This is an optimization exercise on Yosys and OpenROAD, whose aim is small area, a short achievable clock period and few clock cycles, not a production implementation.
Where RTL was checked, it was by simulation tests only, not by an equivalence proof against the original.
Only the layout flow was run in run 3; the RTL was not checked for function there.
No activity file was given, so power comes from the tool's default toggle rates.

==> design/flow/design.v <==
module crc16_serial (
    input  wire [15:0] crc,
    input  wire [7:0]  din,
    input  wire        feed,
    output wire [15:0] nxt
);
    wire [7:0] x0 = (crc[15:8] ^ din) & {8{feed}};
    wire [7:0] x  = x0 ^ {4'h0, x0[7:4]};
    assign nxt = {crc[7:0], 8'h00} ^ {x[3:0], 12'h000} ^ {3'b000, x, 5'b00000} ^ {8'h00, x};
endmodule
module frame_encoder (
    input  wire       clk,
    input  wire       rst,
    input  wire       in_valid,
    input  wire [7:0] in_data,
    output reg        in_ready,
    output reg        tx_valid,
    output reg  [7:0] tx_data,
    output reg        tx_last,
    input  wire       tx_ready
);
    localparam [7:0] START = 8'h7E;
    localparam [7:0] ESC   = 8'h7D;
    localparam [2:0] E_START = 3'd0,
                     E_OP    = 3'd1,
                     E_LEN   = 3'd2,
                     E_PAY   = 3'd3,
                     E_CRCL  = 3'd4,
                     E_CRCH  = 3'd5;
    reg  [2:0]  state;
    reg  [7:0]  remain;      
    reg         pend;        
    reg         pb;          
    reg  [15:0] crc;
    wire [15:0] crc_nxt;
    reg         sk_valid;
    reg  [7:0]  sk_data;
    reg         sk_last;
    crc16_serial u_crc (.crc(crc), .din(in_data), .feed(body_state && !rst), .nxt(crc_nxt));
    wire body_state = (state == E_OP) || (state == E_LEN) || (state == E_PAY);
    wire room       = !sk_valid;
    wire   take     = in_valid && in_ready;
    wire res_in = (in_data[7:2]  == 6'b011111) && (in_data[1]  ^ in_data[0]);
    wire res_lo = (crc[7:2]      == 6'b011111) && (crc[1]      ^ crc[0]);
    wire res_hi = (crc[15:10]    == 6'b011111) && (crc[9]      ^ crc[8]);
    wire       crcl  = (state == E_CRCL);
    wire       crch  = (state == E_CRCH);
    wire [7:0] src   = pend                ? {6'b011111, !pb, pb} :
                       (state == E_START)  ? START :
                       crcl                ? crc[7:0] :
                       crch                ? crc[15:8] : in_data;
    wire       esc   = !pend && (crcl ? res_lo : crch ? res_hi : (body_state && res_in));
    wire [7:0] g_data  = {src[7:2], src[1] && !esc, src[0] || esc};
    wire       g_valid = pend || crcl || crch || in_valid;
    wire       g_last  = pend ? (state == E_START) : (crch && !res_hi);
    wire make = room && g_valid;
    always @(posedge clk) begin
        if (take || rst || (state == E_START) || (crch && make && !pend))
            crc <= crc_nxt;
    end
    always @(posedge clk) begin
        if (take) begin
            if (state == E_LEN) remain <= in_data;
            else                remain <= remain - 8'd1;
        end
    end
    always @(posedge clk) begin
        if (!pend)
            pb <= (state == E_CRCL) ? crc[0] : (state == E_CRCH) ? crc[8] : in_data[0];
    end
    always @(posedge clk) begin
        if (!tx_valid || tx_ready) begin
            tx_data <= sk_valid ? sk_data : g_data;
            tx_last <= sk_valid ? sk_last : g_last;
        end
        if (room) begin
            sk_data <= g_data;
            sk_last <= g_last;
        end
    end
    reg [2:0] state_n;
    reg       pend_n;
    always @(*) begin
        state_n = state;
        pend_n  = pend;
        if (make) begin
            if (pend) begin
                pend_n = 1'b0;
            end else begin
                case (state)
                E_START: state_n = E_OP;
                E_OP, E_LEN, E_PAY: begin
                    pend_n = res_in;
                    if (state == E_OP)
                        state_n = E_LEN;
                    else if (state == E_LEN)
                        state_n = (in_data == 8'd0) ? E_CRCL : E_PAY;
                    else if (remain == 8'd1)
                        state_n = E_CRCL;
                end
                E_CRCL: begin
                    pend_n  = res_lo;
                    state_n = E_CRCH;
                end
                E_CRCH: begin
                    pend_n  = res_hi;
                    state_n = E_START;
                end
                default: state_n = E_START;
                endcase
            end
        end
    end
    wire sk_valid_n = tx_valid && !tx_ready && (sk_valid || make);
    always @(posedge clk) begin
        if (rst) begin
            state    <= E_START;
            pend     <= 1'b0;
            tx_valid <= 1'b0;
            sk_valid <= 1'b0;
            in_ready <= 1'b0;
        end else begin
            state    <= state_n;
            pend     <= pend_n;
            tx_valid <= sk_valid || make || (tx_valid && !tx_ready);
            sk_valid <= sk_valid_n;
            in_ready <= !sk_valid_n && !pend_n &&
                        ((state_n == E_OP) || (state_n == E_LEN) || (state_n == E_PAY));
        end
    end
endmodule
module frame_decoder (
    input  wire       clk,
    input  wire       rst,
    input  wire       rx_valid,
    input  wire [7:0] rx_data,
    input  wire       rx_last,
    output reg        rx_ready,
    output reg        body_valid,
    output reg  [7:0] body_data,
    input  wire       body_ready,
    output reg        res_valid,
    output reg  [2:0] res_cause,
    input  wire       res_ready
);
    localparam [7:0] START = 8'h7E;
    localparam [7:0] ESC   = 8'h7D;
    localparam [2:0] C_OK     = 3'd0,
                     C_MARKER = 3'd1,
                     C_TRUNC  = 3'd2,
                     C_LENGTH = 3'd3,
                     C_CRC    = 3'd4;
    localparam [3:0] D_START = 4'd0,
                     D_OP    = 4'd1,
                     D_LEN   = 4'd2,
                     D_PAY   = 4'd3,
                     D_CRCL  = 4'd4,
                     D_CRCH  = 4'd5,
                     D_DONE  = {1'b1, C_OK},
                     D_EMARK = {1'b1, C_MARKER},
                     D_ELEN  = {1'b1, C_LENGTH},
                     D_ECRC  = {1'b1, C_CRC};
    reg  [3:0]  dph;
    reg         escf;
    reg  [7:0]  remain;      
    reg         lo_ok;       
    reg  [15:0] crc;
    wire [15:0] crc_nxt;
    reg         bs_valid;
    reg  [7:0]  bs_data;
    reg         rs_valid;
    reg  [2:0]  rs_cause;
    wire crc_feed;
    crc16_serial u_crc (.crc(crc), .din(rx_data), .feed(crc_feed), .nxt(crc_nxt));
    wire   take     = rx_valid && rx_ready;
    wire in_frame   = (dph == D_OP) || (dph == D_LEN) || (dph == D_PAY) ||
                      (dph == D_CRCL) || (dph == D_CRCH);
    wire body_ph    = (dph == D_OP) || (dph == D_LEN) || (dph == D_PAY);
    wire is_esc     = (rx_data == ESC);
    wire is_content = in_frame && (escf || !is_esc);
    wire is_body    = body_ph && (escf || !is_esc);
    wire hi_ok      = (crc[15:8] == rx_data);
    reg [3:0] dph_nxt;
    always @(*) begin
        dph_nxt = dph;
        case (dph)
        D_START: dph_nxt = (rx_data == START) ? D_OP : D_EMARK;
        D_OP:    if (is_content) dph_nxt = D_LEN;
        D_LEN:   if (is_content) dph_nxt = (rx_data == 8'd0) ? D_CRCL : D_PAY;
        D_PAY:   if (is_content && remain == 8'd1) dph_nxt = D_CRCL;
        D_CRCL:  if (is_content) dph_nxt = D_CRCH;
        D_CRCH:  if (is_content) dph_nxt = (lo_ok && hi_ok) ? D_DONE : D_ECRC;
        D_DONE:  dph_nxt = D_ELEN;
        default: ;
        endcase
    end
    wire [2:0] cause_nxt = dph_nxt[3] ? dph_nxt[2:0] : C_TRUNC;
    wire push_b = take && is_body;
    wire push_r = take && rx_last;
    wire crc_shift = rst || (take && (rx_last || (dph == D_START)));
    assign crc_feed = !rst && !rx_last && (dph != D_START);
    always @(posedge clk) begin
        if (push_b || crc_shift)
            crc <= crc_nxt;
    end
    always @(posedge clk) begin
        if (take && is_content) begin
            if (dph == D_LEN) remain <= rx_data;
            else              remain <= remain - 8'd1;
            lo_ok <= (crc[7:0] == rx_data);
        end
    end
    wire bs_valid_n = body_valid && !body_ready && (bs_valid || push_b);
    wire rs_valid_n = res_valid && !res_ready && (rs_valid || push_r);
    always @(posedge clk) begin
        if (!body_valid || body_ready) body_data <= bs_valid ? bs_data : rx_data;
        if (!bs_valid)                 bs_data   <= rx_data;
        if (!res_valid || res_ready)   res_cause <= rs_valid ? rs_cause : cause_nxt;
        if (!rs_valid)                 rs_cause  <= cause_nxt;
    end
    always @(posedge clk) begin
        if (rst) begin
            body_valid <= 1'b0;
            bs_valid   <= 1'b0;
            res_valid  <= 1'b0;
            rs_valid   <= 1'b0;
            rx_ready   <= 1'b1;
        end else begin
            body_valid <= bs_valid || push_b || (body_valid && !body_ready);
            bs_valid   <= bs_valid_n;
            res_valid  <= rs_valid || push_r || (res_valid && !res_ready);
            rs_valid   <= rs_valid_n;
            rx_ready   <= !bs_valid_n && !rs_valid_n;
        end
    end
    always @(posedge clk) begin
        if (take)
            escf <= in_frame && !escf && is_esc;
    end
    always @(posedge clk) begin
        if (rst)
            dph <= D_START;
        else if (take)
            dph <= rx_last ? D_START : dph_nxt;
    end
endmodule
module frame_codec (
    input  wire       clk,
    input  wire       rst,
    input  wire       enc_valid,
    input  wire [7:0] enc_data,
    output wire       enc_ready,
    output wire       tx_valid,
    output wire [7:0] tx_data,
    output wire       tx_last,
    input  wire       tx_ready,
    input  wire       rx_valid,
    input  wire [7:0] rx_data,
    input  wire       rx_last,
    output wire       rx_ready,
    output wire       body_valid,
    output wire [7:0] body_data,
    input  wire       body_ready,
    output wire       res_valid,
    output wire [2:0] res_cause,
    input  wire       res_ready
);
    frame_encoder u_enc (
        .clk(clk), .rst(rst),
        .in_valid(enc_valid), .in_data(enc_data), .in_ready(enc_ready),
        .tx_valid(tx_valid), .tx_data(tx_data), .tx_last(tx_last),
        .tx_ready(tx_ready)
    );
    frame_decoder u_dec (
        .clk(clk), .rst(rst),
        .rx_valid(rx_valid), .rx_data(rx_data), .rx_last(rx_last),
        .rx_ready(rx_ready),
        .body_valid(body_valid), .body_data(body_data), .body_ready(body_ready),
        .res_valid(res_valid), .res_cause(res_cause), .res_ready(res_ready)
    );
endmodule
==> design/flow/flow/run.sh <==
#!/bin/bash
# Standard ORFS layout with three changes:
#  - synthesis is the standard flow's own script, except that the ABC mapping step runs
#    flow/deep.abc (deeper AIG optimisation, area mapping) in place of
#    abc_area.script; registers are mapped before ABC and are untouched,
#  - the port buffers are inserted as small buf_1 cells (the resizer still
#    upsizes any that timing needs),
#  - clock tree synthesis with clkbuf_8 and no dummy loads.
# Each tool's log is under orfs/logs; make's output is in standard.log.
set -euo pipefail
cat >> config.mk <<'CFG'
export BUFFER_PORTS_ARGS = -buffer_cell sky130_fd_sc_hd__buf_1
export CTS_ARGS = -sink_clustering_enable -repair_clock_nets -buf_list sky130_fd_sc_hd__clkbuf_8 -dont_use_dummy_load
CFG
export MY_ABC_SCRIPT="$PWD/flow/deep.abc"
{
  cat <<'TCL'
proc abc {args} {
  set i [lsearch -exact $args -script]
  if {$i >= 0} { set args [lreplace $args [expr {$i+1}] [expr {$i+1}] $::env(MY_ABC_SCRIPT)] }
  yosys abc {*}$args
}
TCL
  cat synth_recipe.tcl
} > my_synth.tcl
sed "s|SYNTH_SCRIPT=[^ ]*synth_recipe.tcl|SYNTH_SCRIPT=$PWD/my_synth.tcl|" standard.sh > my_standard.sh
grep -q "SYNTH_SCRIPT=$PWD/my_synth.tcl" my_standard.sh
bash my_standard.sh > standard.log 2>&1
==> design/flow/flow/deep.abc <==
strash
&get -n
&deepsyn -T 60
&put
dch
map -B 0.9
topo
stime -c
buffer -c
upsize -c
dnsize -c
==> design/flow/standard.sh <==
#!/bin/bash
# synth_recipe.tcl (not shown) runs the flow's synth.tcl, then flattens the netlist and writes it again
# the make line also repeats each setting of config.mk as NAME=value (left out here)
make -C /OpenROAD-flow-scripts/flow DESIGN_CONFIG=/design/flow/config.mk WORK_HOME=/design/flow/orfs CLKGATE_MAP_FILE= SYNTH_SCRIPT=/design/flow/synth_recipe.tcl "${@:-finish}"
==> design/flow/config.mk <==
export PLATFORM = sky130hd
export DESIGN_NAME = frame_codec
export DESIGN_NICKNAME = frame_codec
export VERILOG_FILES = /design/flow/design.v
export SDC_FILE = /design/flow/constraint.sdc
export NUM_CORES = 4
export LEC_CHECK = 0
export ABC_AREA = 1
export ABC_CLOCK_PERIOD_IN_PS = 1500
export CAP_MARGIN = 20
export CORE_MARGIN = 2
export CORE_UTILIZATION = 40
export SETUP_SLACK_MARGIN = 2.35
export SLEW_MARGIN = 20
export TNS_END_PERCENT = 0
export BUFFER_PORTS_ARGS = -buffer_cell sky130_fd_sc_hd__buf_1
export CTS_ARGS = -sink_clustering_enable -repair_clock_nets -buf_list sky130_fd_sc_hd__clkbuf_8 -dont_use_dummy_load
==> design/flow/constraint.sdc <==
create_clock -name core_clock -period 4.0 [get_ports {clk}]
set_input_delay 0.8000 -clock core_clock [delete_from_list [all_inputs] [get_ports {clk}]]
set_output_delay 0.8000 -clock core_clock [all_outputs]
set_load 0.01 [all_outputs]
==> results of run 1 <==
[where the power goes]
part | leakage (nW) | total, mW | internal [mW] | switching, mW
combinational | 1.29 | 0.472 | 0.187 | 0.284
clock | 0.0647 | 0.528 | 0.203 | 0.326
sequential | 1.03 | 1.45 | 1.34 | 0.108
total | 2.39 | 2.45 | 1.73 | 0.718
[registers in the layout (all words and copies together), names as in the netlist, 3 cells and up]
name and count:
u_dec.remain 8, u_dec.res_cause 3, u_enc.crc 16, u_enc.sk_data 8
u_dec.dph 4, u_enc.tx_data 8, u_dec.bs_data 8, u_enc.remain 8
u_dec.body_data 8, u_dec.crc 16, u_dec.rs_cause 3, u_enc.state 3
[cells by family (layout without fill, tap and decap cells)]
group | count (synthesis) | after routing | synth area share
AND/OR/NAND/NOR | 231 | 231 | 0.194
XOR/XNOR | 53 | 53 | 0.0952
flip-flops | 107 | 107 | 0.558
AO/OA/AOI/OAI | 68 | 68 | 0.0812
adder cells (fa/ha/maj) | 5 | 5 | 0.0122
buffers and inverters | 79 | 133 | 0.0597
[per-layer routing]
layer | part of all wire | up-vias
met2 | 0.45 | 113
li1 | - | 1903
met3 | 0.050 | 18
met4 | 0.023 | 0
met1 | 0.47 | 1771
met5 | 0 | -
[synth_stat cells (2+ instances only)]
master,number,area share
o31ai_1,2,0.0029
xor2_1,21,0.036
xnor2_1,29,0.050
dfxtp_1,36,0.14
o211ai_1,2,0.0029
nand2_1,115,0.084
nand2_2,3,0.0037
nand3_2,2,0.0039
nor3_1,13,0.013
nand4_1,7,0.0086
buf_2,6,0.0059
o21ai_0,17,0.017
ha_1,5,0.012
xor2_2,2,0.0064
a31oi_1,5,0.0061
edfxtp_1,71,0.42
a21oi_1,19,0.019
clkbuf_1,3,0.0022
inv_2,3,0.0022
nor2_2,4,0.0049
a22o_1,3,0.0051
nor2_1,61,0.045
o22ai_1,14,0.017
nand3_1,19,0.019
nor2_4,2,0.0044
inv_1,66,0.048
[what timing repair did]
item,4_1_cts,5_1_grt
gates resized for setup,23,23
setup endpoints to repair,112,106
setup buffers,4,3
hold buffers,0,0
pin swaps,7,12
[worst min-delay path: cells and delay by family (launching register included)]
family           cells  cell delay, ns
and+or+nand+nor      2            0.10
DFF                  1            0.31
[how the worst max path moves through the flow]
stage | from | to | slack, ns | cells past startpoint
floorplan | rx_data[1] | u_dec.crc[0] | 1.93 | 9
global placement | rx_data[7] | u_dec.crc[0] | 1.50 | 9
detailed placement | rx_data[7] | u_dec.crc[12] | 1.43 | 9
CTS | u_enc.tx_data[3] | tx_data[3] | 2.24 | 1
global route | rx_data[4] | u_dec.res_cause[2] | 2.13 | 7
finish | rx_data[7] | u_dec.res_cause[2] | 2.23 | 11
[area by class of cell]
type,instances,area (um^2),share of cell area
Tap cell,172,215,0.0370
Clock buffer,9,124,0.0213
Multi-Input combinational cell,357,2100,0.361
Sequential cell,107,2850,0.490
Inverter,69,259,0.0445
Timing Repair Buffer,55,265,0.0456
[per-stage QoR]
step / cell area, um^2 / util / hold slack (ns) / worst slack [ns]
5_1_grt: 5820 / 0.463 / 0.491 / 2.13
3_5_place_dp: 5490 / 0.437 / 0.442 / 1.43
2_1_floorplan: 5180 / - / 0.414 / 1.93
4_1_cts: 5720 / 0.455 / 0.458 / 2.24
3_3_place_gp: 5490 / 0.437 / 0.433 / 1.50
6_report: 5820 / 0.463 / 0.453 / 2.23
==> results.py, run 1 <==
metrics = {
    "run_status": {
        "status": "timing/DRC/antenna clean",
    },
    "clocking": {
        "cts-root-buf": "clkbuf_8",
        "htree_levels": 3,
        "clock-sinks": 107,
        "clk_latency_ns": 0.39,
        "clk_path_buf_depth": 2,
        "cts_buffers": 9,
        "tritoncts": "yes",
        "path_clk_slew_ns": 0.11,
    },
    "global_route": {
        "grt_first_pass_wirelength_um": 17900,
        "antenna_found_initial": 0,
        "grt_max_degree": 20,
        "grt_pass1_vias": 3613,
        "globalRoute.busiestLayer": "met2",
        "grt_overflow": 0,
        "use_met2": 0.262,
        "met3_usage": 0.0263,
        "track_usage": 0.171,
        "met1_usage": 0.241,
    },
    "worst_hold_path": {
        "hold_path_class": "reg -> reg",
        "holdPathStages": 2,
        "hold_path.startpoint": "u_dec.bs_data[6]",
        "hold_end": "u_dec.bs_data[6]",
    },
    "critical_path": {
        "timing.rr.start": "u_dec.remain[1]",
        "cp_max_fo": 5,
        "crit_family": "simple AND/OR/NAND/NOR gates",
        "regToRegEndpoint": "u_dec.res_cause[2]",
        "slowest_stage": "nand4_1",
        "slowest_delay_ns": 0.18,
        "crit_type": "in -> reg",
        "path_cells": "buf_2 > inv_1 > nand2_1 > nor2_2 > nand3_2 > nand4_1 > nand2_2 > nand2_2 > nand2_2 > nand3_2 > nand2_2",
        "critical_path.startpoint_type": "input port",
        "critPathArrivalTime_ns": 1.93,
        "r2r_cells": 11,
        "crit_top_cell": "nand2_2",
        "required_ns": 4.16,
        "path_buf_inv": 2,
        "r2r_setup_slack_ns": 2.25,
        "worstSetupEndpointType": "flop",
    },
    "sta": {
        "drv_slew": 0,
        "tns_ns": 0,
        "min_period_over_period": 0.443,
        "setup_viol": 0,
        "fin_worst_skew_ns": 0.0300,
        "maxSlewHeadroom": 0.612,
        "finalCriticalPeriod_ns": 1.77,
        "finalHoldViolCount": 0,
        "rsz0062_at_grt": "yes",
        "max_slew.worst_pin.slew_ns": 0.580,
        "clock.fmax_mhz": 564,
    },
    "pwr": {
        "leakagePower_nw": 2.39,
        "peakVddDrop_mv": 0.177,
        "p_per_area_mw_per_mm2": 421,
        "power_mw": 2.45,
    },
    "placed_design": {
        "portBuffers": 48,
        "dp.cells": 753,
        "place.gp.congestion": 0.938,
        "hpwl_um": 8400,
    },
    "synthesis": {
        "yosysUniqueCellTypes": 39,
        "synth_ff_type": "edfxtp_1",
        "yosysWarnings": 2,
        "syn-cell-area_mm2": 0.00511,
        "ys_seq_elements": 107,
        "syn_nets": 572,
        "ys_seq_area_frac": 0.558,
        "syn_inst": 543,
        "async_reset_ff_frac": 0,
        "post_synth.cell_area_avg_um2": 9.42,
        "synth_edf_count": 71,
    },
    "routing": {
        "post_drt_wl_per_cell_um": 14.6,
        "num_vias": 3805,
        "drtIter0Drc": 258,
        "drc_errors": 0,
        "postRouteWirelength_um": 11200,
        "dr.pass1.iters": 6,
        "viasPerCell": 4.95,
        "drtAntennaViolNets": 0,
    },
    "run": {
        "drv_cap": 0,
    },
    "floorplanning": {
        "die_area_mm2": 0.0137,
        "die_w_um": 117,
        "num_io_pins": 49,
        "initial_core_util": 0.407,
        "rows": 41,
        "die_y_um": 117,
        "core_mm2": 0.0126,
    },
    "finish": {
        "n_antenna_cell": 0,
        "mostFrequentLayoutCell": "nand2_1",
        "fillers": 1184,
        "syn2layout_area_growth_pct": 13.8,
        "mostFrequentLayoutCells": "nand2_1 (104), edfxtp_1 (71), inv_1 (63)",
        "drive_gt1_frac": 0.141,
        "nets": 628,
        "fin_cells": 769,
    },
}
Testbench counts, summed over its fixed seeds: cycles 4,443.
==> inputs of run 2 (changes only) <==
--- a/design/flow/config.mk
+++ b/design/flow/config.mk
@@ -6,7 +6,7 @@
 export NUM_CORES = 4
 export LEC_CHECK = 0
 export ABC_AREA = 1
-export ABC_CLOCK_PERIOD_IN_PS = 1500
+export ABC_CLOCK_PERIOD_IN_PS = 2000
 export CAP_MARGIN = 20
 export CORE_MARGIN = 2
 export CORE_UTILIZATION = 40
==> results.py, run 2 <==
metrics = {
    "clocking": {
        "ctsHoldBuffers": 0,
        "htree_levels": 3,
        "clk_path_buf_depth": 2,
        "clk_latency_ns": 0.39,
        "clock-sinks": 107,
        "path_clk_slew_ns": 0.11,
        "cts-root-buf": "clkbuf_8",
        "cts_buffers": 9,
        "tritoncts": "yes",
    },
    "finish": {
        "syn2layout_area_growth_pct": 13.8,
        "mostFrequentLayoutCell": "nand2_1",
        "mostFrequentLayoutCells": "nand2_1 (104), edfxtp_1 (71), inv_1 (63)",
        "top_regs": "u_dec.crc (16), u_enc.crc (16)",
        "nets": 628,
        "n_antenna_cell": 0,
        "drive_gt1_frac": 0.141,
    },
    "synthesis": {
        "synth.area.top_cells": "edfxtp_1 (42%), dfxtp_1 (14%), nand2_1 (8.4%)",
        "yosysWarnings": 2,
        "syn-cell-area_mm2": 0.00511,
        "synth_ff_type": "edfxtp_1",
        "async_reset_ff_frac": 0,
        "syn_inst": 543,
        "synth_commonest_cells": "nand2_1 (115), edfxtp_1 (71), inv_1 (66)",
        "ys_seq_elements": 107,
        "post_synth.cell_area_avg_um2": 9.42,
        "ys_seq_area_frac": 0.558,
        "yosysMostFrequentCell": "nand2_1",
        "yosys.area.top_type": "edfxtp_1",
        "synth_top_cell_area_share": 0.417,
        "yosysUniqueCellTypes": 39,
        "synth_edf_count": 71,
        "syn_nets": 572,
    },
    "floorplanning": {
        "die_w_um": 117,
        "die_area_mm2": 0.0137,
        "rows": 41,
        "initial_core_util": 0.407,
        "die_y_um": 117,
        "core_mm2": 0.0126,
        "num_io_pins": 49,
    },
    "global_route": {
        "globalRoute.busiestLayer": "met2",
        "use_met2": 0.262,
        "met1_usage": 0.241,
        "antenna_found_initial": 0,
        "grt_overflow": 0,
        "met3_usage": 0.0263,
        "grt_first_pass_wirelength_um": 17900,
        "track_usage": 0.171,
        "grt_pass1_vias": 3613,
        "grt_max_degree": 20,
    },
    "routing": {
        "drtAntennaViolNets": 0,
        "viasPerCell": 4.95,
        "drc_errors": 0,
        "postRouteWirelength_um": 11200,
        "post_drt_wl_per_cell_um": 14.6,
        "num_vias": 3805,
        "dr.pass1.iters": 6,
        "drtIter0Drc": 258,
    },
    "critical_path": {
        "critPathArrivalTime_ns": 1.93,
        "crit_type": "in -> reg",
        "path_buf_inv": 2,
        "required_ns": 4.16,
        "critical_path.startpoint_type": "input port",
        "path_cells": "buf_2 > inv_1 > nand2_1 > nor2_2 > nand3_2 > nand4_1 > nand2_2 > nand2_2 > nand2_2 > nand3_2 > nand2_2",
        "critPathLaunch": "rx_data[7]",
        "slowest_stage": "nand4_1",
        "worstSetupEndpointType": "flop",
        "crit_family": "simple AND/OR/NAND/NOR gates",
        "cp_max_fo": 5,
        "timing.rr.start": "u_dec.remain[1]",
        "slowest_delay_ns": 0.18,
        "crit_top_cell": "nand2_2",
    },
    "sta": {
        "fin_worst_skew_ns": 0.0300,
        "maxSlewHeadroom": 0.612,
        "finalCriticalPeriod_ns": 1.77,
        "tns_ns": 0,
        "drv_slew": 0,
        "max_slew.worst_pin.slew_ns": 0.580,
        "rsz0062_at_grt": "yes",
        "min_period_over_period": 0.443,
        "setup_viol": 0,
        "finalHoldViolCount": 0,
        "setup_slack_ns": 2.23,
        "clock.fmax_mhz": 564,
    },
    "pwr": {
        "peakVddDrop_mv": 0.177,
        "power_mw": 2.45,
        "p_per_area_mw_per_mm2": 421,
        "leakagePower_nw": 2.39,
    },
    "run_status": {
        "status": "timing/DRC/antenna clean",
    },
    "worst_hold_path": {
        "hold_path.startpoint": "u_dec.bs_data[6]",
        "hold_path_class": "reg -> reg",
    },
    "placed_design": {
        "place.gp.congestion": 0.938,
        "dp_slack_ns": 1.43,
        "hpwl_um": 8400,
        "portBuffers": 48,
    },
    "run": {
        "drv_cap": 0,
    },
}
run 2: area by class of cell:
class | count | area [um^2]
Sequential cell | 107 | 2850
Inverter | 69 | 259
Tap cell | 172 | 215
Fill cell | 1184 | 6750
Clock buffer | 9 | 124
Multi-Input combinational cell | 357 | 2100
Timing Repair Buffer | 55 | 265
run 2: worst register-to-register path: cells and delay by family, from the launching register on:
family / cells / cell delay (ns)
buffers and inverters: 2 / 0.15
AND/OR/NAND/NOR: 8 / 0.84
adder cells (fa/ha/maj): 1 / 0.12
flip-flops: 1 / 0.42
run 2: kinds of logic after synthesis:
family / share of synthesized area
AOI/OAI and AO/OA: 0.0812
xor gates and xnor gates: 0.0952
adders and majority gates: 0.0122
buffers and inverters: 0.0597
DFF: 0.558
and+or+nand+nor: 0.194
run 2: power by group:
| part | switching [mW] | internal [mW] |
|---|---|---|
| clock network | 0.326 | 0.203 |
| logic | 0.284 | 0.187 |
| registers | 0.108 | 1.34 |
run 2: what timing repair did:
action | CTS | global route
buffers inserted | 4 | 3
gates resized for setup | 23 | 23
setup endpoints to repair | 112 | 106
pin swaps | 7 | 12
run 2: worst paths after layout:
check / to / slack [ns] / depth (start not counted)
worst max-delay path: u_dec.res_cause[2] / 2.23 / 11
worst min register to register: u_dec.bs_data[6] / 0.45 / 2
worst min-delay path: u_dec.bs_data[6] / 0.45 / 2
worst max register to register: u_dec.res_cause[2] / 2.25 / 11
run 2: metrics by stage:
step / hold WS [ns] / std cells / area (um^2) / util
floorplan: 0.414 / 543 / 5180 / -
global placement: 0.433 / 753 / 5490 / 0.437
detailed placement: 0.442 / 753 / 5490 / 0.437
CTS: 0.458 / 766 / 5720 / 0.455
global route: 0.491 / 769 / 5820 / 0.463
finish: 0.453 / 769 / 5820 / 0.463
run 2: per-layer routing:
layer | up-vias | wire length [um]
met4 | 0 | 263
met3 | 18 | 564
met1 | 1771 | 5280
li1 | 1903 | -
met5 | - | 0
met2 | 113 | 5100
==> inputs of run 3 (changes only) <==
--- a/design/flow/design.v
+++ b/design/flow/design.v
@@ -153,8 +153,7 @@
     localparam [3:0] D_START = 4'd0,
                      D_OP    = 4'd1,
                      D_LEN   = 4'd2,
-                     D_PAY   = 4'd3,
-                     D_CRCL  = 4'd4,
+                     D_PAY   = 4'd3,      
                      D_CRCH  = 4'd5,
                      D_DONE  = {1'b1, C_OK},
                      D_EMARK = {1'b1, C_MARKER},
@@ -174,8 +173,9 @@
     crc16_serial u_crc (.crc(crc), .din(rx_data), .feed(crc_feed), .nxt(crc_nxt));
     wire   take     = rx_valid && rx_ready;
     wire in_frame   = (dph == D_OP) || (dph == D_LEN) || (dph == D_PAY) ||
-                      (dph == D_CRCL) || (dph == D_CRCH);
-    wire body_ph    = (dph == D_OP) || (dph == D_LEN) || (dph == D_PAY);
+                      (dph == D_CRCH);
+    wire pay_left   = (remain != 8'd0);
+    wire body_ph    = (dph == D_OP) || (dph == D_LEN) || ((dph == D_PAY) && pay_left);
     wire is_esc     = (rx_data == ESC);
     wire is_content = in_frame && (escf || !is_esc);
     wire is_body    = body_ph && (escf || !is_esc);
@@ -186,9 +186,8 @@
         case (dph)
         D_START: dph_nxt = (rx_data == START) ? D_OP : D_EMARK;
         D_OP:    if (is_content) dph_nxt = D_LEN;
-        D_LEN:   if (is_content) dph_nxt = (rx_data == 8'd0) ? D_CRCL : D_PAY;
-        D_PAY:   if (is_content && remain == 8'd1) dph_nxt = D_CRCL;
-        D_CRCL:  if (is_content) dph_nxt = D_CRCH;
+        D_LEN:   if (is_content) dph_nxt = D_PAY;
+        D_PAY:   if (is_content && !pay_left) dph_nxt = D_CRCH;
         D_CRCH:  if (is_content) dph_nxt = (lo_ok && hi_ok) ? D_DONE : D_ECRC;
         D_DONE:  dph_nxt = D_ELEN;
         default: ;
==> results.py, run 3 <==
metrics = {
    "critical_path": {
        "critical_path.startpoint_type": "flop",
        "required_ns": 4.07,
        "crit_type": "reg -> reg",
        "r2r_cells": 9,
        "critPathArrivalTime_ns": 1.96,
        "r2r_setup_slack_ns": 2.11,
        "critPathLaunch": "u_dec.remain[0]",
        "worstSetupEndpointType": "flop",
        "timing.rr.start": "u_dec.remain[0]",
        "regToRegEndpoint": "u_dec.crc[5]",
        "cp_max_fo": 8,
    },
    "synthesis": {
        "yosysUniqueCellTypes": 42,
        "async_reset_ff_frac": 0,
        "post_synth.cell_area_avg_um2": 9.80,
        "synth_commonest_cells": "nand2_1 (86), edfxtp_1 (71), inv_1 (71)",
        "ys_seq_area_frac": 0.567,
        "syn_inst": 513,
        "yosysMostFrequentCell": "nand2_1",
        "synth_edf_count": 71,
        "yosys.area.top_type": "edfxtp_1",
        "yosysWarnings": 2,
        "syn_nets": 541,
        "synth.area.top_cells": "edfxtp_1 (42%), dfxtp_1 (14%), nand2_1 (6.4%)",
        "synth_ff_type": "edfxtp_1",
        "ys_seq_elements": 107,
        "syn-cell-area_mm2": 0.00503,
        "synth_top_cell_area_share": 0.424,
    },
    "sta": {
        "tns_ns": 0,
        "maxSlewHeadroom": 0.606,
        "max_slew.worst_pin.slew_ns": 0.589,
        "fin_worst_skew_ns": 0.0303,
        "clock.fmax_mhz": 530,
        "rsz0062_at_grt": "yes",
        "min_period_over_period": 0.471,
        "setup_viol": 0,
        "finalCriticalPeriod_ns": 1.89,
        "finalHoldViolCount": 0,
        "drv_slew": 0,
    },
    "finish": {
        "top_regs": "u_dec.crc (16), u_enc.crc (16)",
        "drive_gt1_frac": 0.147,
        "n_antenna_cell": 0,
        "mostFrequentLayoutCell": "nand2_1",
        "mostFrequentLayoutCells": "nand2_1 (83), edfxtp_1 (71), inv_1 (63)",
        "nets": 609,
        "syn2layout_area_growth_pct": 15.3,
        "fin_util": 0.476,
    },
    "clocking": {
        "clk_path_buf_depth": 2,
        "cts-root-buf": "clkbuf_8",
        "ctsHoldBuffers": 0,
        "cts_buffers": 9,
        "clock-sinks": 107,
        "tritoncts": "yes",
        "path_clk_slew_ns": 0.11,
        "htree_levels": 3,
        "clk_latency_ns": 0.36,
    },
    "floorplanning": {
        "die_y_um": 116,
        "num_io_pins": 49,
        "initial_core_util": 0.413,
        "die_w_um": 116,
        "core_mm2": 0.0122,
        "rows": 40,
        "die_area_mm2": 0.0135,
    },
    "routing": {
        "post_drt_wl_per_cell_um": 15.1,
        "viasPerCell": 4.97,
        "dr.pass1.iters": 5,
        "drc_errors": 0,
        "drtAntennaViolNets": 0,
        "drtIter0Drc": 300,
        "postRouteWirelength_um": 11300,
        "num_vias": 3716,
    },
    "global_route": {
        "grt_first_pass_wirelength_um": 18200,
        "grt_overflow": 0,
        "track_usage": 0.176,
        "grt_max_degree": 19,
        "antenna_found_initial": 0,
        "grt_pass1_vias": 3620,
    },
    "placed_design": {
        "hpwl_um": 8130,
        "portBuffers": 48,
        "place.gp.congestion": 0.930,
    },
    "worst_hold_path": {
        "hold_path.startpoint": "u_enc.sk_data[1]",
        "hold_path_class": "reg -> reg",
        "hold_end": "u_enc.sk_data[1]",
        "holdPathStages": 2,
    },
    "pwr": {
        "p_per_area_mw_per_mm2": 436,
        "leakagePower_nw": 2.28,
        "peakVddDrop_mv": 0.228,
    },
    "run_status": {
        "status": "timing/DRC/antenna clean",
    },
    "run": {
        "drv_cap": 0,
    },
}
[run 3: cell types whose count changed in the layout (fill, tap and decap cells not counted), moves of 7 or more]
cell	change
o21ai_0	+11
inv_2	+7
nand2_2	-7
o21ai_1	+7
nor2_1	-13
nand2_1	-21
[run 3: worst max-delay path by stage]
| stage | to | slack, ns | cells past startpoint |
|---|---|---|---|
| after CTS | u_dec.crc[0] | 2.19 | 5 |
| after floorplan | u_dec.crc[0] | 1.86 | 8 |
| after global placement | u_dec.crc[7] | 1.29 | 9 |
| final | u_dec.crc[5] | 2.11 | 9 |
| after detailed placement | u_dec.crc[7] | 1.28 | 9 |
| after global routing | u_dec.crc[9] | 2.02 | 9 |
[run 3: cell type report]
type                    count  area (um^2)
repair buffers             59          309
clock buffers               9          124
inverters                  80          314
fillers                  1139         6370
multi-input cells         324         1980
well taps                 168          210
flip-flops and latches    107         2850
[run 3: cell families after synthesis]
family | Yosys count | synth area share
adders and majority gates | 4 | 0.00996
and+or+nand+nor | 182 | 0.165
AOI/OAI and AO/OA | 85 | 0.102
buffers and inverters | 83 | 0.0622
xor gates and xnor gates | 52 | 0.0936
DFF | 107 | 0.567
[run 3: per-layer routing]
layer	wire, um	up-vias	track usage
li1	-	1857	-
met1	5440	1724	0.244
met2	4970	113	0.269
met3	611	22	0.0374
met4	238	0	0.0762
met5	0	-	0
[run 3: report_power, final]
group	switching, mW	internal, mW	total [mW]
clock	0.326	0.203	0.529
sequential	0.117	1.36	1.48
combinational	0.316	0.198	0.514
total	0.758	1.77	2.52
[run 3: stage by stage]
stage	total power, mW	instances	cell area (um^2)	hold WS [ns]	worst slack, ns
floorplan	1.84	513	5050	0.418	1.86
global placement	1.98	726	5430	0.437	1.29
detailed placement	1.99	726	5430	0.448	1.28
CTS	2.54	744	5770	0.469	2.19
global route	2.65	747	5790	0.499	2.02
finish	2.52	747	5790	0.461	2.11
[run 3: worst max-delay path, cell delays in order (launching register included)]
cell	delay [ns]
edfxtp_1	0.45
inv_2	0.11
ha_4	0.15
nand3_4	0.08
nor2_4	0.10
nand4_1	0.13
o21ai_2	0.22
nand2_2	0.10
nand3_4	0.12
o21ai_4	0.12
[run 3: what timing repair did]
item | in CTS | in global routing
buffers inserted | 8 | 3
hold endpoints to repair | 0 | 0
gates resized for setup | 45 | 1
pin swaps | 18 | 5
cloned | 1 | 0
endpoints found under the setup margin | 107 | 111
==> inputs of run 4 (changes only) <==
--- a/design/flow/design.v
+++ b/design/flow/design.v
@@ -153,7 +153,8 @@
     localparam [3:0] D_START = 4'd0,
                      D_OP    = 4'd1,
                      D_LEN   = 4'd2,
-                     D_PAY   = 4'd3,      
+                     D_PAY   = 4'd3,
+                     D_CRCL  = 4'd4,
                      D_CRCH  = 4'd5,
                      D_DONE  = {1'b1, C_OK},
                      D_EMARK = {1'b1, C_MARKER},
@@ -173,9 +174,8 @@
     crc16_serial u_crc (.crc(crc), .din(rx_data), .feed(crc_feed), .nxt(crc_nxt));
     wire   take     = rx_valid && rx_ready;
     wire in_frame   = (dph == D_OP) || (dph == D_LEN) || (dph == D_PAY) ||
-                      (dph == D_CRCH);
-    wire pay_left   = (remain != 8'd0);
-    wire body_ph    = (dph == D_OP) || (dph == D_LEN) || ((dph == D_PAY) && pay_left);
+                      (dph == D_CRCL) || (dph == D_CRCH);
+    wire body_ph    = (dph == D_OP) || (dph == D_LEN) || (dph == D_PAY);
     wire is_esc     = (rx_data == ESC);
     wire is_content = in_frame && (escf || !is_esc);
     wire is_body    = body_ph && (escf || !is_esc);
@@ -186,14 +186,22 @@
         case (dph)
         D_START: dph_nxt = (rx_data == START) ? D_OP : D_EMARK;
         D_OP:    if (is_content) dph_nxt = D_LEN;
-        D_LEN:   if (is_content) dph_nxt = D_PAY;
-        D_PAY:   if (is_content && !pay_left) dph_nxt = D_CRCH;
+        D_LEN:   if (is_content) dph_nxt = (rx_data == 8'd0) ? D_CRCL : D_PAY;
+        D_PAY:   if (is_content && remain == 8'd1) dph_nxt = D_CRCL;
+        D_CRCL:  if (is_content) dph_nxt = D_CRCH;
         D_CRCH:  if (is_content) dph_nxt = (lo_ok && hi_ok) ? D_DONE : D_ECRC;
         D_DONE:  dph_nxt = D_ELEN;
         default: ;
         endcase
     end
-    wire [2:0] cause_nxt = dph_nxt[3] ? dph_nxt[2:0] : C_TRUNC;
+    wire crch_c  = (dph == D_CRCH) && is_content;
+    wire good    = lo_ok && hi_ok;
+    wire mark_n  = (dph == D_START) && (rx_data != START);
+    wire len_n   = (dph == D_DONE) || (dph == D_ELEN);
+    wire [2:0] cause_nxt;
+    assign cause_nxt[2] = (dph == D_ECRC) || (crch_c && !good);
+    assign cause_nxt[1] = len_n || ((dph == D_START) && !mark_n) || (in_frame && !crch_c);
+    assign cause_nxt[0] = len_n || mark_n || (dph == D_EMARK);
     wire push_b = take && is_body;
     wire push_r = take && rx_last;
     wire crc_shift = rst || (take && (rx_last || (dph == D_START)));
==> design/flow/flow/deep.abc (replaced) <==
strash
&get -n
&deepsyn -T 120
&put
dch
map -B 0.9
topo
stime -c
buffer -c
upsize -c
dnsize -c
==> results.py, run 4 <==
metrics = {
    "routing": {
        "post_drt_wl_per_cell_um": 14.5,
        "dr.pass1.iters": 4,
        "drtIter0Drc": 281,
        "num_vias": 3930,
        "drtAntennaViolNets": 0,
        "viasPerCell": 4.95,
        "drc_errors": 0,
        "postRouteWirelength_um": 11500,
    },
    "floorplanning": {
        "die_w_um": 118,
        "core_mm2": 0.0126,
        "num_io_pins": 49,
        "die_y_um": 118,
        "rows": 41,
        "initial_core_util": 0.411,
        "die_area_mm2": 0.0139,
    },
    "pwr": {
        "leakagePower_nw": 2.49,
        "power_mw": 2.97,
        "peakVddDrop_mv": 0.284,
        "p_per_area_mw_per_mm2": 504,
    },
    "global_route": {
        "grt_pass1_vias": 3745,
        "antenna_found_initial": 0,
        "grt_max_degree": 19,
        "track_usage": 0.168,
        "grt_first_pass_wirelength_um": 18600,
        "grt_overflow": 0,
    },
    "critical_path": {
        "crit_family": "flip-flops",
        "path_buf_inv": 1,
        "critPathArrivalTime_ns": 0.91,
        "slowest_delay_ns": 0.40,
        "cp_max_fo": 1,
        "path_cells": "buf_1",
        "crit_type": "reg -> out",
        "worstSetupEndpointType": "output pin",
        "critical_path.startpoint_type": "flop",
        "required_ns": 3.20,
        "slowest_stage": "edfxtp_1",
    },
    "finish": {
        "mostFrequentLayoutCells": "nand2_1 (122), edfxtp_1 (71), inv_1 (60)",
        "n_antenna_cell": 0,
        "fin_area_mm2": 0.00589,
        "top_regs": "u_dec.crc (16), u_enc.crc (16)",
        "nets": 653,
        "syn2layout_area_growth_pct": 13.5,
        "mostFrequentLayoutCell": "nand2_1",
        "drive_gt1_frac": 0.166,
    },
    "sta": {
        "drv_slew": 0,
        "min_period_over_period": 0.427,
        "setup_viol": 0,
        "finalHoldViolCount": 0,
        "clock.fmax_mhz": 585,
        "maxSlewHeadroom": 0.652,
        "tns_ns": 0,
        "fin_worst_skew_ns": 0.0305,
        "finalCriticalPeriod_ns": 1.71,
        "rsz0062_at_grt": "yes",
        "max_slew.worst_pin.slew_ns": 0.521,
    },
    "synthesis": {
        "synth_ff_type": "edfxtp_1",
        "yosys.area.top_type": "edfxtp_1",
        "yosysMostFrequentCell": "nand2_1",
        "async_reset_ff_frac": 0,
        "synth_top_cell_area_share": 0.411,
        "syn_inst": 562,
        "synth.area.top_cells": "edfxtp_1 (41%), dfxtp_1 (14%), nand2_1 (9.3%)",
        "yosysUniqueCellTypes": 42,
        "syn_nets": 591,
        "ys_seq_area_frac": 0.550,
        "synth_commonest_cells": "nand2_1 (129), edfxtp_1 (71), inv_1 (61)",
        "synth_edf_count": 71,
        "post_synth.cell_area_avg_um2": 9.23,
        "syn-cell-area_mm2": 0.00519,
        "yosysWarnings": 2,
        "ys_seq_elements": 107,
    },
    "placed_design": {
        "place.gp.congestion": 0.883,
        "placed_area_mm2": 0.00561,
        "portBuffers": 48,
        "hpwl_um": 8590,
    },
    "run_status": {
        "status": "timing/DRC/antenna clean",
    },
    "clocking": {
        "clk_latency_ns": 0.38,
        "clock-sinks": 107,
        "clk_path_buf_depth": 2,
        "cts_buffers": 9,
        "cts-root-buf": "clkbuf_8",
        "htree_levels": 3,
        "ctsHoldBuffers": 0,
        "path_clk_slew_ns": 0.09,
        "tritoncts": "yes",
    },
    "run": {
        "drv_cap": 0,
    },
    "worst_hold_path": {
        "hold_path_class": "reg -> reg",
    },
}
==> run 4: cell count changes after synthesis, sizes merged, moves of 3 or more <==
cell / change
o21bai: +3
o211ai: -3
nor2: +11
nand3: +7
xnor2: -12
o21ai: -10
nand2: +48
==> run 4: where the power goes <==
part / leakage, nW / internal [mW] / total, mW / switching [mW]
combinational: 1.39 / 0.287 / 0.811 / 0.524
sequential: 1.03 / 1.48 / 1.64 / 0.163
clock: 0.0647 / 0.203 / 0.518 / 0.316
==> run 4: routing by layer <==
layer	vias up	global-route usage	part of all wire
met4	0	0.0565	0.014
met2	99	0.243	0.43
met3	15	0.0441	0.060
met1	1835	0.244	0.49
li1	1981	-	-
met5	-	0	0
==> run 4: cell type report <==
class | instances | area [um^2]
fillers | 1241 | 6730
flip-flops and latches | 107 | 2860
multi-input cells | 375 | 2150
inverters | 79 | 302
repair buffers | 52 | 240
well taps | 172 | 215
clock buffers | 9 | 124
==> run 4: stage by stage <==
stage           util  cells  hold WS, ns  setup slack [ns]
2_1_floorplan      -    562        0.418              2.09
3_3_place_gp   0.444    779        0.443              1.62
3_5_place_dp   0.444    779        0.448              1.57
4_1_cts        0.457    790        0.462              2.24
5_1_grt        0.467    794        0.494              2.24
6_report       0.467    794        0.454              2.29
==> run 4: logic make-up (layout without fill, tap and decap cells) <==
logic type,after synthesis,after routing,synth area share
AND/OR/NAND/NOR,254,256,0.220
flip-flops,107,107,0.550
buffers and inverters,82,140,0.0608
AO/OA/AOI/OAI,72,72,0.0810
XOR/XNOR,42,42,0.0767
adder cells (fa/ha/maj),5,5,0.0121
==> run 4: worst min-delay path: stages, from the launching register on <==
cell and delay (ns):
dfxtp_1 0.30, nand2_1 0.05, o21ai_1 0.06
==> run 4: repair_timing <==
action	CTS	global route
pin swaps	1	11
gates cloned	0	2
setup buffers	2	2
endpoints found under the setup margin	102	101
resized for setup	12	33
==> run 4: path summary, 6_finish.rpt <==
check,to,startpoint,cells after the start,slack [ns]
hold / removal,u_dec.rs_cause[2],u_dec.rs_cause[2],2,0.45
hold reg to reg,u_dec.rs_cause[2],u_dec.rs_cause[2],2,0.45
setup / recovery,tx_data[7],u_enc.tx_data[7],1,2.29
setup reg to reg,u_enc.tx_data[2],u_enc.state[0],5,2.39
Testbench counts of run 4, summed over its fixed seeds: cycles 4,443.
==> inputs of run 5 (changes only) <==
==> design/flow/flow/deep.abc (replaced) <==
strash
&get -n
&deepsyn -T 60
&put
dch
map -B 0.9
topo
stime -c
buffer -c
upsize -c
dnsize -c
--- a/design/flow/config.mk
+++ b/design/flow/config.mk
@@ -9,7 +9,7 @@
 export ABC_CLOCK_PERIOD_IN_PS = 2000
 export CAP_MARGIN = 20
 export CORE_MARGIN = 2
-export CORE_UTILIZATION = 40
+export CORE_UTILIZATION = 55
 export SETUP_SLACK_MARGIN = 2.35
 export SLEW_MARGIN = 20
 export TNS_END_PERCENT = 0
==> results.py, run 5 <==
metrics = {
    "run_status": {
        "status": "timing/DRC/antenna clean",
    },
    "sta": {
        "setup_viol": 0,
        "maxSlewHeadroom": 0.554,
        "fin_worst_skew_ns": 0.0318,
        "rsz0062_at_grt": "yes",
        "finalHoldViolCount": 0,
        "clock.fmax_mhz": 582,
        "finalCriticalPeriod_ns": 1.72,
        "drv_slew": 0,
        "max_slew.worst_pin.slew_ns": 0.668,
        "tns_ns": 0,
        "setup_slack_ns": 2.28,
        "min_period_over_period": 0.430,
        "whs_ns": 0.455,
    },
    "synthesis": {
        "yosysMostFrequentCell": "nand2_1",
        "async_reset_ff_frac": 0,
        "ys_seq_area_frac": 0.550,
        "synth_top_cell_area_share": 0.411,
        "yosys.area.top_type": "edfxtp_1",
        "synth_ff_type": "edfxtp_1",
        "synth.area.top_cells": "edfxtp_1 (41%), dfxtp_1 (14%), nand2_1 (9.3%)",
        "syn-cell-area_mm2": 0.00519,
        "post_synth.cell_area_avg_um2": 9.23,
        "ys_seq_elements": 107,
        "synth_commonest_cells": "nand2_1 (129), edfxtp_1 (71), inv_1 (61)",
        "synth_edf_count": 71,
        "syn_nets": 591,
        "yosysUniqueCellTypes": 42,
        "yosysWarnings": 2,
        "syn_inst": 562,
    },
    "pwr": {
        "clkPwrFrac": 0.175,
        "combPwrFrac": 0.276,
        "leakagePower_nw": 2.50,
        "power.internal_mw": 1.98,
        "peakVddDrop_mv": 0.332,
        "swShare": 0.335,
        "p_sw_uw": 995,
        "p_seq_frac": 0.549,
        "p_per_area_mw_per_mm2": 509,
    },
    "global_route": {
        "grt_first_pass_wirelength_um": 18000,
        "antenna_found_initial": 0,
        "track_usage": 0.233,
        "grt_max_degree": 20,
        "grt_pass1_vias": 3748,
        "grt_overflow": 0,
    },
    "clocking": {
        "htree_levels": 3,
        "clock-sinks": 107,
        "path_clk_slew_ns": 0.10,
        "tritoncts": "yes",
        "cts-root-buf": "clkbuf_8",
        "clk_path_buf_depth": 2,
        "clk_latency_ns": 0.37,
        "cts_buffers": 9,
    },
    "floorplanning": {
        "num_io_pins": 49,
        "die_y_um": 101,
        "initial_core_util": 0.564,
        "rows": 35,
        "die_w_um": 101,
        "die_area_mm2": 0.0102,
        "core_mm2": 0.00920,
    },
    "critical_path": {
        "cp_max_fo": 1,
        "critPathLaunch": "u_enc.tx_last",
        "cp-endpoint": "tx_last",
        "path_cells": "buf_1",
        "slowest_delay_ns": 0.41,
        "path_buf_inv": 1,
        "r2r_setup_slack_ns": 2.35,
        "cp_num_cells": 1,
        "critPathArrivalTime_ns": 0.92,
        "critical_path.startpoint_type": "flop",
        "r2r_cells": 10,
        "required_ns": 3.20,
        "timing.rr.start": "u_dec.dph[1]",
        "crit_type": "reg -> out",
        "crit_family": "flip-flops",
        "regToRegEndpoint": "u_dec.crc[12]",
        "worstSetupEndpointType": "output pin",
        "slowest_stage": "edfxtp_1",
    },
    "finish": {
        "mostFrequentLayoutCell": "nand2_1",
        "fin_area_mm2": 0.00584,
        "fin_cells": 735,
        "n_antenna_cell": 0,
        "mostFrequentLayoutCells": "nand2_1 (122), edfxtp_1 (71), inv_1 (60)",
        "nets": 655,
        "top_regs": "u_dec.crc (16), u_enc.crc (16)",
        "syn2layout_area_growth_pct": 12.6,
        "drive_gt1_frac": 0.162,
    },
    "routing": {
        "num_vias": 3937,
        "drtAntennaViolNets": 0,
        "viasPerCell": 5.36,
        "drtIter0Drc": 161,
        "dr.pass1.iters": 4,
        "postRouteWirelength_um": 11700,
        "drc_errors": 0,
        "post_drt_wl_per_cell_um": 15.9,
    },
    "placed_design": {
        "place.gp.congestion": 0.850,
        "dp_slack_ns": 1.59,
        "portBuffers": 48,
        "placed_area_mm2": 0.00553,
        "hpwl_um": 8880,
        "dp.cells": 718,
    },
    "worst_hold_path": {
        "hold_path_class": "reg -> reg",
    },
    "run": {
        "drv_cap": 0,
    },
}
[run 5: cell counts after synthesis]
No cell type changed its count.
[run 5: power groups by stage]
stage	Combinational (mW)	Sequential [mW]	Clock (mW)
2_1_floorplan	0.552	1.64	0
3_3_place_gp	0.760	1.65	0
3_5_place_dp	0.772	1.65	0
4_1_cts	0.785	1.63	0.530
5_1_grt	0.918	1.66	0.568
6_report	0.822	1.63	0.520
[run 5: what timing repair did]
action,CTS,global route
hold buffers,0,0
gates resized for setup,12,34
setup buffers,2,5
cloned,0,1
setup endpoints to repair,102,106
pin swaps,3,14
[run 5: metrics by stage]
stage,power [mW],utilization
2_1_floorplan,2.20,-
3_3_place_gp,2.41,0.601
3_5_place_dp,2.43,0.601
4_1_cts,2.94,0.619
5_1_grt,3.15,0.636
6_report,2.97,0.636
[run 5: how the worst min path moves through the flow]
stage                            from           endpoint  depth (start not counted)
detailed placement   u_enc.sk_data[1]   u_enc.sk_data[1]                          2
floorplan            u_enc.sk_data[1]   u_enc.sk_data[1]                          2
CTS                  u_enc.sk_data[1]   u_enc.sk_data[1]                          2
global placement     u_dec.bs_data[6]   u_dec.bs_data[6]                          2
global route        u_dec.rs_cause[0]  u_dec.rs_cause[0]                          2
finish               u_enc.sk_data[1]   u_enc.sk_data[1]                          2
[run 5: final cells by class]
class | instances | area, um^2
Clock buffer | 9 | 124
Timing Repair Buffer | 55 | 285
Sequential cell | 107 | 2850
Tap cell | 111 | 139
Inverter | 79 | 302
Multi-Input combinational cell | 374 | 2140
Fill cell | 809 | 3350
[run 5: cell families (layout without fill, tap and decap cells)]
group / after synthesis / in the layout / share of synthesized area
DFF: 107 / 107 / 0.550
xor gates and xnor gates: 42 / 42 / 0.0767
buffers and inverters: 82 / 143 / 0.0608
adders and majority gates: 5 / 5 / 0.0121
and+or+nand+nor: 254 / 255 / 0.220
AOI/OAI and AO/OA: 72 / 72 / 0.0810
[run 5: layer usage]
metal | part of all wire | GRT usage
met5 | 0 | 0
met4 | 0.027 | 0.0904
met3 | 0.031 | 0.0317
met2 | 0.54 | 0.443
met1 | 0.40 | 0.264
==> inputs of run 6 (changes only) <==
--- a/design/flow/config.mk
+++ b/design/flow/config.mk
@@ -9,7 +9,8 @@
 export ABC_CLOCK_PERIOD_IN_PS = 2000
 export CAP_MARGIN = 20
 export CORE_MARGIN = 2
-export CORE_UTILIZATION = 55
+export CORE_UTILIZATION = 40
+export GPL_TIMING_DRIVEN = 0
 export SETUP_SLACK_MARGIN = 2.35
 export SLEW_MARGIN = 20
 export TNS_END_PERCENT = 0
==> results.py, run 6 <==
metrics = {
    "run_status": {
        "status": "timing/DRC/antenna clean",
    },
    "sta": {
        "finalCriticalPeriod_ns": 1.70,
        "clock.fmax_mhz": 587,
        "finalHoldViolCount": 0,
        "max_slew.worst_pin.slew_ns": 0.500,
        "maxSlewHeadroom": 0.663,
        "rsz0062_at_grt": "yes",
        "tns_ns": 0,
        "setup_viol": 0,
        "drv_slew": 0,
        "fin_worst_skew_ns": 0.0267,
        "min_period_over_period": 0.426,
    },
    "floorplanning": {
        "num_io_pins": 49,
        "rows": 41,
        "die_y_um": 118,
        "die_w_um": 118,
        "die_area_mm2": 0.0139,
        "initial_core_util": 0.411,
        "core_mm2": 0.0126,
    },
    "routing": {
        "dr.pass1.iters": 4,
        "post_drt_wl_per_cell_um": 14.4,
        "drtAntennaViolNets": 0,
        "drtIter0Drc": 257,
        "drc_errors": 0,
        "viasPerCell": 4.91,
        "postRouteWirelength_um": 11500,
        "num_vias": 3926,
    },
    "synthesis": {
        "ys_seq_area_frac": 0.550,
        "syn_inst": 562,
        "synth.area.top_cells": "edfxtp_1 (41%), dfxtp_1 (14%), nand2_1 (9.3%)",
        "yosysMostFrequentCell": "nand2_1",
        "synth_commonest_cells": "nand2_1 (129), edfxtp_1 (71), inv_1 (61)",
        "yosysUniqueCellTypes": 42,
        "yosys.area.top_type": "edfxtp_1",
        "syn-cell-area_mm2": 0.00519,
        "synth_ff_type": "edfxtp_1",
        "synth_top_cell_area_share": 0.411,
        "synth_edf_count": 71,
        "yosysWarnings": 2,
        "syn_nets": 591,
        "async_reset_ff_frac": 0,
        "post_synth.cell_area_avg_um2": 9.23,
        "ys_seq_elements": 107,
    },
    "clocking": {
        "clk_latency_ns": 0.38,
        "path_clk_slew_ns": 0.10,
        "htree_levels": 3,
        "cts-root-buf": "clkbuf_8",
        "clock-sinks": 107,
        "tritoncts": "yes",
        "cts_buffers": 9,
        "clk_path_buf_depth": 2,
    },
    "finish": {
        "fillers": 1219,
        "fin_util": 0.478,
        "nets": 659,
        "n_antenna_cell": 0,
        "mostFrequentLayoutCells": "nand2_1 (119), edfxtp_1 (71), inv_1 (57)",
        "top_regs": "u_dec.crc (16), u_enc.crc (16)",
        "seq_area_mm2": 0.00286,
        "fin_cells": 800,
        "syn2layout_area_growth_pct": 16.2,
        "fin_area_mm2": 0.00603,
        "drive_gt1_frac": 0.197,
        "multi_input_area_mm2": 0.00222,
        "mostFrequentLayoutCell": "nand2_1",
    },
    "placed_design": {
        "place.gp.congestion": 0.873,
        "portBuffers": 47,
        "hpwl_um": 8400,
        "placed_area_mm2": 0.00563,
        "dp.cells": 781,
    },
    "critical_path": {
        "worstSetupEndpointType": "output pin",
        "cp_max_fo": 1,
        "critPathLaunch": "u_enc.tx_data[4]",
        "crit_family": "flip-flops",
        "slowest_delay_ns": 0.39,
        "critical_path.startpoint_type": "flop",
        "slowest_stage": "edfxtp_1",
        "path_cells": "clkbuf_2",
        "critPathArrivalTime_ns": 0.90,
        "crit_type": "reg -> out",
        "timing.rr.start": "u_dec.remain[0]",
        "path_buf_inv": 1,
        "required_ns": 3.20,
    },
    "pwr": {
        "power_mw": 3.01,
        "p_per_area_mw_per_mm2": 499,
        "leakagePower_nw": 2.53,
        "peakVddDrop_mv": 0.333,
    },
    "global_route": {
        "grt_max_degree": 17,
        "track_usage": 0.167,
        "grt_first_pass_wirelength_um": 18600,
        "antenna_found_initial": 0,
        "grt_overflow": 0,
        "grt_pass1_vias": 3919,
    },
    "worst_hold_path": {
        "hold_path.startpoint": "u_dec.rs_cause[2]",
        "hold_path_class": "reg -> reg",
    },
    "run": {
        "drv_cap": 0,
    },
}
[run 6: cell counts after synthesis]
Identical to the previous run, type by type.
[run 6: per-layer routing]
metal / GRT usage / share of wire / vias to the layer above
met5: 0 / 0 / -
met4: 0.0572 / 0.015 / 0
met3: 0.0378 / 0.056 / 15
met2: 0.265 / 0.46 / 102
met1: 0.227 / 0.47 / 1815
li1: - / - / 1994
[run 6: final timing paths]
| path | slack, ns | depth (start not counted) | endpoint |
|---|---|---|---|
| max | 2.30 | 1 | tx_data[4] |
| min | 0.45 | 2 | u_dec.rs_cause[2] |
| max reg2reg | 2.39 | 7 | u_dec.remain[6] |
| min reg2reg | 0.45 | 2 | u_dec.rs_cause[2] |
[run 6: logic make-up (layout without fill, tap and decap cells)]
kind of cell	Yosys count	after routing	synth area share
xor+xnor	42	42	0.0767
simple gates	254	256	0.220
flops	107	107	0.550
fa+ha+maj	5	5	0.0121
compound gates	72	72	0.0810
buf+inv	82	146	0.0608
[run 6: metrics by stage]
stage	setup slack (ns)	hold slack, ns
finish	2.30	0.453
detailed placement	1.58	0.454
global route	2.22	0.473
global placement	1.60	0.438
CTS	2.23	0.472
floorplan	2.09	0.418
[run 6: final cells by class]
cell class / instances / area share
repair buffers: 55 / 0.0475
plain buffers: 3 / 0.00394
clock buffers: 9 / 0.0205
flip-flops and latches: 107 / 0.474
well taps: 172 / 0.0357
multi-input cells: 375 / 0.367
inverters: 79 / 0.0508
[run 6: power by group]
group	switching (mW)	internal [mW]	total, mW
registers	0.159	1.48	1.64
clock network	0.332	0.203	0.535
logic	0.534	0.306	0.841
total	1.03	1.99	3.01
[run 6: timing repair]
| item | in CTS | in global routing |
|---|---|---|
| gates resized for setup | 13 | 57 |
| cloned | 0 | 2 |
| buffers inserted | 2 | 6 |
| endpoints found under the setup margin | 92 | 99 |
| hold buffers | 0 | 0 |
| pin swaps | 1 | 22 |
==> inputs of run 7 (changes only) <==
--- a/design/flow/config.mk
+++ b/design/flow/config.mk
@@ -10,7 +10,6 @@
 export CAP_MARGIN = 20
 export CORE_MARGIN = 2
 export CORE_UTILIZATION = 40
-export GPL_TIMING_DRIVEN = 0
 export SETUP_SLACK_MARGIN = 2.35
 export SLEW_MARGIN = 20
 export TNS_END_PERCENT = 0
==> results.py, run 7 <==
metrics = {
    "critical_path": {
        "r2r_setup_slack_ns": 2.39,
        "crit_family": "flip-flops",
        "slowest_stage": "edfxtp_1",
        "critPathArrivalTime_ns": 0.91,
        "cp-endpoint": "tx_data[7]",
        "path_buf_inv": 1,
        "regToRegEndpoint": "u_enc.tx_data[2]",
        "crit_type": "reg -> out",
        "r2r_cells": 5,
        "cp_num_cells": 1,
        "timing.rr.start": "u_enc.state[0]",
        "critPathLaunch": "u_enc.tx_data[7]",
        "worstSetupEndpointType": "output pin",
        "cp_max_fo": 1,
        "slowest_delay_ns": 0.40,
        "required_ns": 3.20,
        "critical_path.startpoint_type": "flop",
        "path_cells": "buf_1",
    },
    "placed_design": {
        "place.gp.congestion": 0.883,
        "hpwl_um": 8590,
        "dp_slack_ns": 1.57,
        "placed_area_mm2": 0.00561,
        "dp.cells": 779,
        "portBuffers": 48,
    },
    "synthesis": {
        "syn-cell-area_mm2": 0.00519,
        "syn_nets": 591,
        "synth_top_family_by_area": "simple AND/OR/NAND/NOR gates",
        "synth_top_cell_area_share": 0.411,
        "synth_compound_area_frac": 0.0810,
        "async_reset_ff_frac": 0,
        "synth.area.top_cells": "edfxtp_1 (41%), dfxtp_1 (14%), nand2_1 (9.3%)",
        "ys_seq_area_frac": 0.550,
        "synth_commonest_cells": "nand2_1 (129), edfxtp_1 (71), inv_1 (61)",
        "syn_inst": 562,
        "ys_seq_elements": 107,
        "synthAdderAreaFrac": 0.0121,
        "synthXorXnorAreaFrac": 0.0767,
        "yosysWarnings": 2,
        "synth_edf_count": 71,
        "yosysMostFrequentCell": "nand2_1",
        "yosysUniqueCellTypes": 42,
        "post_synth.cell_area_avg_um2": 9.23,
        "yosys.area.top_type": "edfxtp_1",
        "synth_ff_type": "edfxtp_1",
        "yosys.area_share.simple": 0.220,
        "synth_mux_area_frac": 0,
    },
    "sta": {
        "max_slew.worst_pin.slew_ns": 0.521,
        "setup_viol": 0,
        "setup_slack_ns": 2.29,
        "min_period_over_period": 0.427,
        "fin_worst_skew_ns": 0.0305,
        "drv_slew": 0,
        "whs_ns": 0.454,
        "finalHoldViolCount": 0,
        "rsz0062_at_grt": "yes",
        "clock.fmax_mhz": 585,
        "finalCriticalPeriod_ns": 1.71,
        "maxSlewHeadroom": 0.652,
        "tns_ns": 0,
    },
    "pwr": {
        "clkPwrFrac": 0.175,
        "power.internal_mw": 1.97,
        "combPwrFrac": 0.273,
        "leakagePower_nw": 2.49,
        "p_per_area_mw_per_mm2": 504,
        "p_seq_frac": 0.552,
        "p_sw_mw": 1.00,
        "swShare": 0.338,
        "peakVddDrop_mv": 0.284,
    },
    "global_route": {
        "grt_overflow": 0,
        "grt_max_degree": 19,
        "grt_pass1_vias": 3745,
        "grt_first_pass_wirelength_um": 18600,
        "antenna_found_initial": 0,
        "track_usage": 0.168,
    },
    "finish": {
        "fin_cells": 794,
        "fin_area_mm2": 0.00589,
        "fillers": 1241,
        "multi_input_area_mm2": 0.00215,
        "top_regs": "u_dec.crc (16), u_enc.crc (16)",
        "seq_area_mm2": 0.00286,
        "drive_gt1_frac": 0.166,
        "mostFrequentLayoutCell": "nand2_1",
        "syn2layout_area_growth_pct": 13.5,
        "mostFrequentLayoutCells": "nand2_1 (122), edfxtp_1 (71), inv_1 (60)",
        "n_antenna_cell": 0,
        "nets": 653,
    },
    "routing": {
        "post_drt_wl_per_cell_um": 14.5,
        "viasPerCell": 4.95,
        "dr.pass1.iters": 4,
        "drc_errors": 0,
        "drtAntennaViolNets": 0,
        "drtIter0Drc": 281,
        "postRouteWirelength_um": 11500,
        "num_vias": 3930,
    },
    "clocking": {
        "clk_latency_ns": 0.38,
        "cts_buffers": 9,
        "path_clk_slew_ns": 0.09,
        "tritoncts": "yes",
        "htree_levels": 3,
        "cts-root-buf": "clkbuf_8",
        "clock-sinks": 107,
        "clk_path_buf_depth": 2,
    },
    "run_status": {
        "status": "timing/DRC/antenna clean",
    },
    "floorplanning": {
        "core_mm2": 0.0126,
        "die_w_um": 118,
        "num_io_pins": 49,
        "die_area_mm2": 0.0139,
        "die_y_um": 118,
        "rows": 41,
        "initial_core_util": 0.411,
    },
    "run": {
        "drv_cap": 0,
    },
    "worst_hold_path": {
        "hold_path_class": "reg -> reg",
    },
}
-- run 7: cell counts after synthesis --
No cell type changed its count.
-- run 7: power by group through the flow --
stage          Combinational (mW)  Sequential (mW)  Clock, mW
6_report                    0.811             1.64      0.518
5_1_grt                     0.905             1.66      0.581
4_1_cts                     0.781             1.64      0.541
3_5_place_dp                0.768             1.66          0
3_3_place_gp                0.762             1.66          0
2_1_floorplan               0.552             1.64          0
-- run 7: what timing repair did --
action	CTS	global route
pin swaps	1	11
endpoints found under the setup margin	102	101
setup buffers	2	2
gates resized for setup	12	33
hold buffers	0	0
gates cloned	0	2
-- run 7: cells by family (layout without fill, tap and decap cells) --
family	count (synthesis)	count (layout)
AO/OA/AOI/OAI	72	72
XOR/XNOR	42	42
adder cells (fa/ha/maj)	5	5
buffers and inverters	82	140
flip-flops	107	107
AND/OR/NAND/NOR	254	256
-- run 7: cell type report --
cell class,instances,share of cell area
tap,172,0.0365
timing repair buffer,52,0.0408
clock buffer,9,0.0210
sequential,107,0.485
multi-input combinational,375,0.366
inverter,79,0.0512
-- run 7: stage by stage --
stage	total power [mW]	util
CTS	2.96	0.457
finish	2.97	0.467
floorplan	2.20	-
global route	3.15	0.467
detailed placement	2.43	0.444
global placement	2.42	0.444
-- run 7: worst min-delay path by stage --
stage	startpoint	cells past startpoint	slack [ns]	to
final	u_dec.rs_cause[2]	2	0.45	u_dec.rs_cause[2]
after global routing	u_enc.sk_data[1]	2	0.49	u_enc.sk_data[1]
after CTS	u_dec.rs_cause[2]	2	0.46	u_dec.rs_cause[2]
after detailed placement	u_enc.sk_data[1]	2	0.45	u_enc.sk_data[1]
after global placement	u_dec.rs_cause[0]	2	0.44	u_dec.rs_cause[0]
after floorplan	u_enc.sk_data[1]	2	0.42	u_enc.sk_data[1]
-- run 7: metal layers --
layer / GRT usage / wire length [um] / up-vias
met5: 0 / 0 / -
met4: 0.0565 / 160 / 0
met3: 0.0441 / 692 / 15
met2: 0.243 / 4980 / 99
met1: 0.244 / 5670 / 1835
li1: - / - / 1981

re-timing with driven ports:
No port has a modelled driver above. Below, the same layouts with a new extraction and two added sets of constraints. Step 1, drivers: a clkbuf_16 drives clk and a buf_2 each remaining input, both assumed. Step 2 moves the port delays by t, midway between the first and last clock arrival at a register: inputs arrive t later, outputs are due t later. That takes back most of the time a late clock gives input paths. Slacks: ideal ports / drivers / drivers and shift; pairs: ideal ports / drivers.
| run | shift t [ns] | setup slack, ns | worst setup path at the end | clock arrival spread, ns | slew at the worst register clock pin (ns) |
|---|---|---|---|---|---|
| run 1 | 0.403 | 2.227 / 2.217 / 1.825 | input to register | 0.030 / 0.030 | 0.11 / 0.11 |
| run 2 | 0.403 | 2.227 / 2.217 / 1.825 | input to register | 0.030 / 0.030 | 0.11 / 0.11 |
| run 3 | 0.387 | 2.114 / 2.114 / 1.781 | input to register | 0.036 / 0.037 | 0.11 / 0.11 |
| run 4 | 0.400 | 2.290 / 2.254 / 1.904 | input to register | 0.031 / 0.030 | 0.10 / 0.10 |
| run 5 | 0.387 | 2.281 / 2.249 / 1.906 | input to register | 0.034 / 0.034 | 0.10 / 0.10 |
| run 6 | 0.405 | 2.296 / 2.262 / 1.922 | input to register | 0.027 / 0.027 | 0.10 / 0.10 |
| run 7 | 0.400 | 2.290 / 2.254 / 1.904 | input to register | 0.031 / 0.030 | 0.10 / 0.10 |
After both steps setup and hold are still met in every run listed.
